Source: an optimization exercise on an open RTL-to-GDS flow (aim: small area). Production flows keep margins and buffers that such runs may drop. Where RTL was checked, it was by simulation tests only, not by an equivalence proof against the original. Power and IR drop assume default switching activity.

==> run D <==
Design gen2_tx_core, start of the top module:
module gen2_tx_core (
    input  wire        clk,
    input  wire        rst,
    input  wire        op_valid,
    output wire        op_ready,
    input  wire [2:0]  op,
    input  wire [31:0] sample_rate,
    input  wire [31:0] dac_rate,
    input  wire        select_enabled,
    input  wire [7:0]  q_param,
    input  wire [15:0] mask_count,
    input  wire [31:0] cap,
    input  wire [15:0] n_in,
    input  wire [15:0] in_bits,
    input  wire [5:0]  reg_num,
    input  wire [31:0] reg_wdata,
    input  wire        mc_valid,
    output wire        mc_ready,
    input  wire [7:0]  mc_char,
    output reg         rsp_valid,
    output reg  [3:0]  status,
    output wire [31:0] written,
    output wire [15:0] consumed,
    output wire [31:0] rdata,
    output wire [31:0] rpt_nq,
    output wire [31:0] rpt_round,
    output wire [31:0] rpt_slot,
    output wire        smp_valid,
    output wire        smp_data,
    input  wire        smp_ready
);
Settings: LEC_CHECK=0, CAP_MARGIN=20, CORE_MARGIN=2, CORE_UTILIZATION=40, SLEW_MARGIN=20; clock period 15.0 ns.
standard.sh (not shown) runs the stock make flow with config.mk's settings and CLKGATE_MAP_FILE= SYNTH_SCRIPT=/design/flow/synth_recipe.tcl, a recipe that flattens the netlist after the stock synthesis.
==> flow/flow/run.sh <==
#!/bin/bash
# The standard layout (standard.sh, standard synthesis unchanged) with
# these changes:
#  - ports are buffered with the smallest buffer (buf_1);
#  - buffers that ABC inserted during synthesis are removed at floorplan,
#    then the combinational logic is remapped for area with OpenROAD's
#    restructure (registers are not touched), using the platform library
#    without the cells the platform marks don't-use;
#  - the clock tree is built from clkbuf_4 in clusters of 8, without
#    dummy loads.
# Output: standard_flow.log (make and every tool it runs), lib_filter.log;
# ORFS also keeps each step's log under orfs/logs.
set -euo pipefail
mkdir -p rmp
python3 flow/lib_filter.py "$FLOW_HOME/platforms/sky130hd/lib/sky130_fd_sc_hd__tt_025C_1v80.lib" \
  "$FLOW_HOME/platforms/sky130hd/config.mk" rmp/filtered.lib > lib_filter.log 2>&1
export RMP_LIB="$PWD/rmp/filtered.lib"
export BUFFER_PORTS_ARGS="-buffer_cell sky130_fd_sc_hd__buf_1"
export REMOVE_ABC_BUFFERS=1
export POST_FLOORPLAN_TCL="$PWD/flow/post_floorplan.tcl"
export CTS_ARGS="-sink_clustering_enable -repair_clock_nets -dont_use_dummy_load -buf_list sky130_fd_sc_hd__clkbuf_4 -sink_clustering_size 8 -sink_clustering_max_diameter 40"
bash standard.sh > standard_flow.log 2>&1
==> flow/flow/post_floorplan.tcl <==
# Remap the combinational logic for area; registers are left as they are.
file mkdir $::env(OBJECTS_DIR)/rmp
restructure -target area -liberty_file $::env(RMP_LIB) \
  -tielo_port sky130_fd_sc_hd__conb_1/LO -tiehi_port sky130_fd_sc_hd__conb_1/HI \
  -work_dir $::env(OBJECTS_DIR)/rmp
Other scripts of this flow, unchanged in this note and not shown: flow/flow/lib_filter.py
==> run B (differences from run D) <==
--- a/flow/design.v
+++ b/flow/design.v
@@ -25,17 +25,17 @@
     output wire [31:0] rpt_nq,
     output wire [31:0] rpt_round,
     output wire [31:0] rpt_slot,
     output wire        smp_valid,
     output wire        smp_data,
     input  wire        smp_ready
 );
     localparam [2:0] OP_CONSTRUCT = 3'd0, OP_STEP = 3'd1, OP_RD = 3'd2,
-                     OP_WR = 3'd3, OP_REPORT = 3'd4;
+                     OP_WR = 3'd3;
     localparam [2:0] FT_NONE = 3'd0, FT_QUERY = 3'd1, FT_QADJ = 3'd2,
                      FT_SEL = 3'd3, FT_ACK = 3'd4, FT_QREP = 3'd5,
                      FT_NAK = 3'd6, FT_B01 = 3'd7;
     localparam [3:0] ST_IDLE = 4'd0, ST_MASK = 4'd1, ST_CQ = 4'd2,
                      ST_RESP = 4'd3, ST_WCLR = 4'd4, ST_WALK = 4'd5,
                      ST_NEED = 4'd6, ST_CHK = 4'd7, ST_FIN = 4'd8,
                      ST_UPD = 4'd9, ST_RDS = 4'd10;
     localparam [2:0] EM_FETCH = 3'd0, EM_LOAD = 3'd2,
@@ -74,17 +74,17 @@
     reg [7:0]  bi;
     reg        cb;
     reg [2:0]  ss;
     reg [2:0]  em;
     reg [24:0] S;
     reg [15:0] crc;
     reg        wa, wk, wsub, wneg, fin;
     reg [3:0]  wv;
-    reg        xsub;
+    reg        sbor;
     reg        xact, xph, xmode, xfirst, xneg, xnn;
     reg [3:0]  hc;
     reg [4:0]  jc;
     reg [1:0]  xc;
     reg        xprev, qd;
     reg [31:0]  NQ, RND, SLT, SR, FR, W;
     reg [63:0]  X;
     reg [255:0] M;
@@ -109,27 +109,27 @@
     always @(*) begin
         Mn = {M[0], M[255:1]};
         for (k = 0; k < 16; k = k + 1)
             if (mwe && mtap == k[3:0])
                 Mn[(16 * k + 255) % 256] = mwbit;
     end
     always @(posedge clk)
         M <= Mn;
+    wire       trld;
+    wire       xq_n, xq_s, xq_bo;
     reg  [5:0] qoff;
     always @(*) begin
-        if (xsub)                   qoff = 6'd45;      
-        else if (wa && wv == V_N)   qoff = 6'd2;
+        if ((wa && wv == V_N) || trld) qoff = 6'd2;
         else                        qoff = 6'd1;
     end
     wire [5:0] qidx = t + qoff;
     wire       qbit = (qidx < 6'd18) ? q48[qidx[4:0]] : 1'b0;
     wire       len0b = qbit & (t != 6'd63);
     wire       len1b = (t == 6'd0) ? q48[0] : qd;
-    wire       nshb  = qbit & (t >= 6'd21);
     wire [15:0] nval = q48[17:2];
     wire [1:0]  fq   = q48[1:0];
     function [12:0] dval;
         input [3:0] s;
         begin
             case (s)
                 4'd0:  dval = 13'd24;
                 4'd1:  dval = 13'd48;
@@ -172,16 +172,22 @@
             4'd8, 4'd9: begin fs = 1'b1; ft = FT_NAK; post = 1'b1; psym = 4'd5; end
             default: ;
             endcase
         end
     end
     wire [3:0]  xsym = (st == ST_CQ) ? 4'd1 :
                        (st == ST_NEED && ns >= 3'd5) ? 4'd4 : psym;
     wire [12:0] dv    = dval(xsym);
+    assign trld  = (st == ST_WALK) && (em == EM_XLD) && (sy == 3'd4);
+    assign xq_n  = trld & qbit;
+    wire   xq_bi = (t == 6'd0) ? 1'b0 : sbor;
+    assign xq_s  = X[21] ^ xq_n ^ xq_bi;
+    assign xq_bo = (~X[21] & xq_n) | (~X[21] & xq_bi) | (xq_n & xq_bi);
+    always @(posedge clk) sbor <= xq_bo;
     wire        dmulb = dv[hc];
     wire [4:0]  hc16  = {1'b1, hc};
     wire        n1b   = (hc < 4'd9) ? ~S[hc16] : 1'b0;
     wire        n0b   = ~S[hc];
     wire [5:0] kdiv = t - {1'b0, jc};
     wire       dbit = (kdiv < 6'd20) ? D1M[kdiv[4:0]] : 1'b0;
     wire       dsub = ~xneg;
     wire [5:0] t20j = 6'd20 + {1'b0, jc};
@@ -195,20 +201,16 @@
             else begin
                 xo1 = n1b & len1b;
                 xo2 = n0b & len0b;
             end
         end else if (xact) begin
             xa = X[0];
             xo1 = dbit ^ dsub;
             xcin0 = dsub;
-        end else if (xsub) begin
-            xa = X[0];
-            xo1 = ~nshb;
-            xcin0 = 1'b1;
         end
         xcur = (t == 6'd0) ? {1'b0, xcin0} : xc;
     end
     wire [2:0] xsum = {2'b00, xa} + {2'b00, xo1} + {2'b00, xo2} + {1'b0, xcur};
     wire xlow = (t < 6'd46);
     wire ackin = (phase == 4'd4) && (n_in == 16'd16);
     reg [15:0] inrev;
     integer r;
@@ -217,19 +219,17 @@
             inrev[r] = in_bits[15 - r];
     always @(*) begin
         if (xact && !xph)
             xin = xlow ? xsum[0] : X[0];
         else if (xact) begin
             if (t <= t20j)             xin = xsum[0];
             else if (t == t20j + 6'd1) xin = ~xnn;
             else                       xin = X[0];
-        end else if (xsub)
-            xin = xlow ? xsum[0] : X[0];
-        else
+        end else
             xin = X[0];
     end
     always @(posedge clk) begin
         if (accept && op == OP_STEP)
             X <= {X[0], X[63], ackin ? inrev : n_in, X[46:1]};
         else
             X <= {xin, X[63:1]};
         xc    <= xsum[2:1];
@@ -329,46 +329,53 @@
                 else             c = {c[3:0], 1'b0};
             end
             crc5f = c;
         end
     endfunction
     wire [16:0] qpre = {4'b1000, 1'b0, 2'b00, 1'b0, sel, sel, 2'b00, 1'b0, qv};
     wire [21:0] qfr  = {qpre, crc5f(qpre)};
     wire [27:0] shdr = {20'b1010_100_000_01_00100000, L};
-    localparam [8:0] QADJ_FRAME = 9'b1001_00_000;
-    localparam [7:0] NAK_BITS   = 8'b1100_0000;
+    reg  [21:0] qfrr;
+    reg  [27:0] shdrr;
+    integer fi;
+    always @(*) begin
+        for (fi = 0; fi < 22; fi = fi + 1) qfrr[fi] = qfr[21 - fi];
+        for (fi = 0; fi < 28; fi = fi + 1) shdrr[fi] = shdr[27 - fi];
+    end
+    localparam [8:0] QADJ_R = 9'b0000_01001;
+    localparam [7:0] NAK_R  = 8'b0000_0011;
     reg fbit;
     always @(*) begin
         case (ft)
-            FT_QUERY: fbit = qfr[5'd21 - bi[4:0]];
-            FT_QADJ:  fbit = QADJ_FRAME[4'd8 - bi[3:0]];
+            FT_QUERY: fbit = qfrr[bi[4:0]];
+            FT_QADJ:  fbit = QADJ_R[bi[3:0]];
             FT_SEL: begin
                 case (sec)
-                    2'd0:    fbit = shdr[5'd27 - bi[4:0]];
+                    2'd0:    fbit = shdrr[bi[4:0]];
                     2'd1:    fbit = mrd;
                     2'd2:    fbit = 1'b0;
                     default: fbit = ~crc[15];
                 endcase
             end
             FT_ACK:   fbit = (bi[4:1] == 4'd0) ? bi[0] : X[0];
-            FT_NAK:   fbit = NAK_BITS[3'd7 - bi[2:0]];
+            FT_NAK:   fbit = NAK_R[bi[2:0]];
             FT_B01:   fbit = bi[0];
             default:  fbit = 1'b0;
         endcase
     end
     reg lastbit;
     always @(*) begin
         case (ft)
             FT_QUERY: lastbit = (bi == 8'd21);
             FT_QADJ:  lastbit = (bi == 8'd8);
             FT_SEL: begin
                 case (sec)
                     2'd0:    lastbit = (bi == 8'd27);
-                    2'd1:    lastbit = (bi == L - 8'd1);
+                    2'd1:    lastbit = (bi + 8'd1 == L);
                     2'd2:    lastbit = 1'b1;
                     default: lastbit = (bi == 8'd15);
                 endcase
             end
             FT_ACK:   lastbit = (bi == 8'd17);
             FT_QREP:  lastbit = (bi == 8'd3);
             FT_NAK:   lastbit = (bi == 8'd7);
             default:  lastbit = (bi == 8'd1);
@@ -465,17 +472,16 @@
             6'h11:   rdv = V_FR;
             default: rdv = V_SM;
         endcase
     end
     always @(posedge clk) begin
         rsp_valid <= 1'b0;
         if (t63) begin
             wa   <= 1'b0;
-            xsub <= 1'b0;
         end
         if (xact && t63) begin
             if (!xph) begin
                 xfirst <= 1'b0;
                 if (hc == 4'd0) begin
                     if (!xmode) begin
                         xph  <= 1'b1;
                         jc   <= 5'd24;
@@ -493,17 +499,16 @@
         if (qld && t < 6'd18)
             q48 <= {X[21], q48[17:1]};
         if (rst) begin
             st     <= ST_IDLE;
             ready  <= 1'b0;
             cfgst  <= 3'd0;
             xact   <= 1'b0;
             wa     <= 1'b0;
-            xsub   <= 1'b0;
         end else begin
             case (st)
             ST_IDLE: if (accept) begin
                 ns     <= 3'd0;
                 isrd   <= 1'b0;
                 cvalid <= 1'b0;
                 dry <= 1'b1;
                 seg <= 3'd0; sec <= 2'd0; bi <= 8'd0; em <= EM_FETCH;
@@ -671,34 +676,31 @@
                         if (!slast) begin
                             ss <= ss + 3'd1;
                             em <= EM_LOAD;
                         end
                     end else if (smp_ready)
                         S <= {(S[15:0] == 16'd0) ? shi_dec : S[24:16], slo_dec};
                 end
                 EM_XPREP: if (t63) begin
-                    if (sy == 3'd4) begin
-                        xsub <= 1'b1;
-                        em   <= EM_XWAIT;
-                    end else if (!xvalid) begin
+                    if (sy != 3'd4 && !xvalid) begin
                         xact <= 1'b1; xph <= 1'b0; xmode <= 1'b0; xfirst <= 1'b1;
                         hc <= 4'd12;
                         em <= EM_XWAIT;
                     end else begin
                         em <= EM_XLD;
                         wa <= 1'b1; wk <= 1'b1; wsub <= 1'b0; wv <= V_XQ;
                     end
                 end
-                EM_XWAIT: if (t63 && (sy == 3'd4 || xdone)) begin
+                EM_XWAIT: if (t63 && xdone) begin
                     em <= EM_XLD;
                     wa <= 1'b1; wk <= 1'b1; wsub <= 1'b0; wv <= V_XQ;
                 end
                 default: begin    
-                    if (t <= 6'd24) S <= {X[21], S[24:1]};
+                    if (t <= 6'd24) S <= {xq_s, S[24:1]};
                     if (t == 6'd24) em <= EM_RUN;
                 end
                 endcase
             end
             ST_NEED: if (t63) begin
                 case (ns)
                 3'd0: begin
                     wa <= 1'b1; wk <= !isrd; wsub <= !isrd; wv <= fs ? V_N : V_ZERO;
@@ -766,20 +768,16 @@
                 3'd1: if (xdone) begin
                     wa <= 1'b1; wk <= 1'b1; wsub <= 1'b0; wv <= V_X0;
                     ns <= 3'd2;
                 end
                 3'd2: begin
                     wa <= 1'b1; wk <= 1'b1; wsub <= 1'b0; wv <= fs ? V_N : V_ZERO;
                     ns <= 3'd3;
                 end
-                3'd3: begin
-                    wa <= 1'b1; wk <= 1'b1; wsub <= 1'b0; wv <= tr ? V_N : V_ZERO;
-                    ns <= 3'd4;
-                end
                 default: begin
                     ns <= 3'd0;
                     st <= ST_UPD;
                 end
                 endcase
             end
             ST_UPD: if (t63 && ns == 3'd0)
                 ns <= 3'd1;      
==> flow/flow/run.sh (replaced) <==
#!/bin/bash
# The standard layout (standard.sh, standard synthesis unchanged) with
# these changes:
#  - ports are buffered with the smallest buffer (buf_1);
#  - buffers that ABC inserted during synthesis are removed at floorplan,
#    then the combinational logic is remapped for area with OpenROAD's
#    restructure (registers are not touched), using the platform library
#    without the cells the platform marks don't-use;
#  - the clock tree is built from clkbuf_4 in clusters of 10, without
#    dummy loads.
# Output: standard_flow.log (make and every tool it runs), lib_filter.log;
# ORFS also keeps each step's log under orfs/logs.
set -euo pipefail
mkdir -p rmp
python3 flow/lib_filter.py "$FLOW_HOME/platforms/sky130hd/lib/sky130_fd_sc_hd__tt_025C_1v80.lib" \
  "$FLOW_HOME/platforms/sky130hd/config.mk" rmp/filtered.lib > lib_filter.log 2>&1
export RMP_LIB="$PWD/rmp/filtered.lib"
export BUFFER_PORTS_ARGS="-buffer_cell sky130_fd_sc_hd__buf_1"
export REMOVE_ABC_BUFFERS=1
export POST_FLOORPLAN_TCL="$PWD/flow/post_floorplan.tcl"
export CTS_ARGS="-sink_clustering_enable -repair_clock_nets -dont_use_dummy_load -buf_list sky130_fd_sc_hd__clkbuf_4 -sink_clustering_size 10 -sink_clustering_max_diameter 45"
bash standard.sh > standard_flow.log 2>&1
==> flow/flow/post_floorplan.tcl (replaced) <==
# Remap the combinational logic for area; registers are left as they are.
file mkdir $::env(OBJECTS_DIR)/rmp
restructure -target area -liberty_file $::env(RMP_LIB) \
  -tielo_port sky130_fd_sc_hd__conb_1/LO -tiehi_port sky130_fd_sc_hd__conb_1/HI \
  -work_dir $::env(OBJECTS_DIR)/rmp
# restructure can leave buffers behind
remove_buffers
Settings changed: CORE_UTILIZATION 40 to 60.
==> qor summary <==
metric                                                                      run D                    run B
Result of the run                                         complete, no violations  complete, no violations
P_clk                                                                      926 uW                   833 uW
Layout cells sized above 1                                                0.04879                  0.04515
Endpoint of the lowest-slack register-to-register path                      S[18]                     S[8]
Total of clock buffers placed in the layout                                   110                       90
CTS clk-pin slew, worst paths                                             0.08 ns                  0.10 ns
Post-Synthesis Cell Area                                            0.02847 sq mm            0.02857 sq mm
Final period demand of the worst path                                    8.769 ns                 7.962 ns
Die Outline Area                                                    0.07333 sq mm            0.04937 sq mm
Synthesized-area fraction occupied by xor and xnor cells                  0.02663                  0.02251
GRT met2 Usage                                                             0.3522                   0.4513
Sum of internal, switching and leakage power                             3.663 mW                 3.449 mW
Detailed-route via count                                                   22,120                   21,310
Fin cells                                                                   3,874                    3,467
Number of rows created at floorplan                                            97                       79
Num CTS Buffers                                                               110                       90
Amount of wire on met3 after detailed routing                             6840 um                  5662 um
Critical path depth in cells                                                   17                       18
First-pass iteration count of the detailed router                               6                       10
Synth Area in Compound Gates                                               0.1339                   0.1470
Fraction of power consumed by the clock network                             0.253                    0.242
Largest incremental delay on the critical path                            0.49 ns                  0.47 ns
Worst reg-to-reg path cell count                                               20                       21
Flip-flop and latch power                                                 2.09 mW                  2.04 mW
Function not checked in run D: the RTL went through the layout flow alone.

## port drivers added, routing unchanged
The flow's constraints put no driver on any port. The routed layouts listed below were extracted and timed again, unchanged, in two steps. Step 1: set_driving_cell puts a clkbuf_16 on clk and a buf_2 on each other input, an assumption about the parent block. Step 2 also shifts input and output timing later by t, the mid clock arrival at the registers, as if the neighbouring blocks saw the same clock. a / b / c = ideal / step 1 / step 2; a / b = the first two.
| run | shift t [ns] | setup slack, ns | slew at the worst register clock pin (ns) | worst data-port slew with drivers (ns) | pins driven straight from the clock port |
|---|---|---|---|---|---|
| run D | 0.906 | 6.231 / 6.174 / 7.080 | 0.10 / 0.10 | 0.11 | 1 |
| run B | 0.867 | 7.038 / 6.995 / 7.501 | 0.11 / 0.11 | 0.07 | 1 |
After both steps every run listed still meets setup and hold.
